Source: an optimization exercise on an open RTL-to-GDS flow (aim: small area, a short achievable clock period and few clock cycles). Production flows keep margins and buffers that such runs may drop.

// openlst_rf_codec
module openlst_rf_codec (
    input  wire        clk,
    input  wire        rst,
    input  wire [15:0] self_id,
    input  wire        fwd_en,
    input  wire        rx_valid,
    input  wire [7:0]  rx_data,
    output wire        rx_ready,
    output wire        pay_valid,
    output wire [7:0]  pay_data,
    output wire        res_valid,
    output wire [1:0]  res_status,
    output wire [1:0]  res_route,
    output wire [7:0]  res_len,
    output wire [15:0] res_dev_id,
    output wire [15:0] res_seq,
    output wire [7:0]  res_subsys,
    output wire [7:0]  res_opcode,
    output wire        res_fbit,
    input  wire        tx_valid,
    input  wire [7:0]  tx_data,
    input  wire        tx_fbit,
    output wire        tx_ready,
    output wire        pkt_valid,
    output wire [7:0]  pkt_data,
    input  wire        pkt_ready,
    output wire [31:0] cnt_good,
    output wire [31:0] cnt_rej_crc,
    output wire [31:0] cnt_rej_other,
    output wire [31:0] cnt_sent
);
export LEC_CHECK = 0
export CAP_MARGIN = 20
export CORE_MARGIN = 2
export CORE_UTILIZATION = 70
export CTS_CLUSTER_DIAMETER = 100
export CTS_CLUSTER_SIZE = 30
export PLACE_DENSITY = 0.8
export SETUP_SLACK_MARGIN = 2.8
export SLEW_MARGIN = 20
create_clock -name core_clock -period 5.0 [get_ports {clk}]
standard.sh (not shown) runs the stock make flow with config.mk's settings and CLKGATE_MAP_FILE= SYNTH_SCRIPT=/design/flow/synth_recipe.tcl, a recipe that flattens the netlist after the stock synthesis.
==> flow/flow/run.sh <==
#!/bin/bash
# Standard layout, with the port buffers made from buf_1 cells.
set -euo pipefail
export BUFFER_PORTS_ARGS="-buffer_cell sky130_fd_sc_hd__buf_1"
bash standard.sh > flow_standard.log 2>&1
The first run ran to the end with no violations.
Next try:
--- a/flow/design.v
+++ b/flow/design.v
@@ -128,17 +128,17 @@
         if (rst) begin
             res_valid     <= 1'b0;
             cnt_good      <= 32'd0;
             cnt_rej_crc   <= 32'd0;
             cnt_rej_other <= 32'd0;
         end else begin
             res_valid <= f_last;
-            cnt_rej_other <= cnt_rej_other + {31'd0, f_short};
-            cnt_rej_crc   <= cnt_rej_crc + {31'd0, f_bad};
-            cnt_good      <= cnt_good + {31'd0, f_good};
+            if (f_short) cnt_rej_other <= cnt_rej_other + 32'd1;
+            if (f_bad)   cnt_rej_crc   <= cnt_rej_crc + 32'd1;
+            if (f_good)  cnt_good      <= cnt_good + 32'd1;
         end
     end
 endmodule
 module openlst_rf_tx (
     input  wire        clk,
     input  wire        rst,
     input  wire        tx_valid,
@@ -161,16 +161,14 @@
     localparam [3:0] T_DROP = 4'd8;    
     reg  [3:0]  state;
     reg         have_m;      
     reg  [7:0]  remain;      
     reg         fbit;
     reg  [15:0] dev_id;
     reg  [15:0] crc;
-    reg         c_init;      
-    reg         c_step;      
     reg         pkt_last;    
     reg  [7:0]  s_data;
     reg         s_fbit;
     wire        s_full   = !tx_ready;
     wire        out_free = !pkt_valid || pkt_ready;
     wire        take     = tx_valid && tx_ready;
     wire        h_valid  = s_full || take;
@@ -218,20 +216,18 @@
             default: begin    
                 load     = out_free;
                 out_byte = crc[15:8];
             end
         endcase
     end
     wire [15:0] crc_step;
-    openlst_crc16 u_crc (.crc_in(crc | {16{c_init}}), .data(pkt_data), .crc_out(crc_step));
+    openlst_crc16 u_crc (.crc_in(crc | {16{state == T_D0}}), .data(out_byte), .crc_out(crc_step));
     always @(posedge clk) begin
-        if (c_init || c_step)
+        if (load && (state == T_D0 || state == T_D1 || state == T_BODY))
             crc <= crc_step;
-        c_init <= load && (state == T_D0);
-        c_step <= load && (state == T_D1 || state == T_BODY);
         if (load) begin
             pkt_data <= out_byte;
             pkt_last <= (state == T_CH);
         end
         if (!s_full)
             s_data <= tx_data;
         if (!s_full)
Effect: The new run passed the timing, design-rule and antenna checks; fmax is lower by 26%; non-clock buffer count came out higher by 61; via count grows by 9.1%; hold slack degrades by 0.030 ns; design area went up by 5.7%; worst setup slack gets worse by 0.77 ns; register-to-register slack got worse by 0.83 ns; global-route usage grows by 2.1 points; routed wire length rose by 14%; area after synthesis climbs by 0.34%.
Function was not checked in any run of this note: the RTL went through the layout flow alone.

-- static timing again, ports no longer ideal --
In the flow no input, the clock included, has a driving cell. The finished layouts below were timed again as built, in two steps. Step 1, drivers: a clkbuf_16 drives clk and a buf_2 each remaining input, both assumed. Step 2 times the ports against the registers' clock, not the clock port: input delays grow and output delays shrink by t, the midpoint of the rising clock arrivals with the driver on. Three values: no drivers, after step 1, after step 2; two values: the first two.
run	t, ns	setup slack, ns	worst setup path after step 2	worst register clock-pin slew, ns	cell pins on the clock port's net
the first run	0.536	2.800 / 2.788 / 2.289	input to register	0.11 / 0.11	1
the second run	0.540	2.028 / 2.028 / 1.567	input to register	0.11 / 0.11	1
After both steps every run listed still meets setup and hold. For the first run, which loses most, drivers alone change the setup slack by -0.012 ns; drivers and shift together by -0.511 ns.
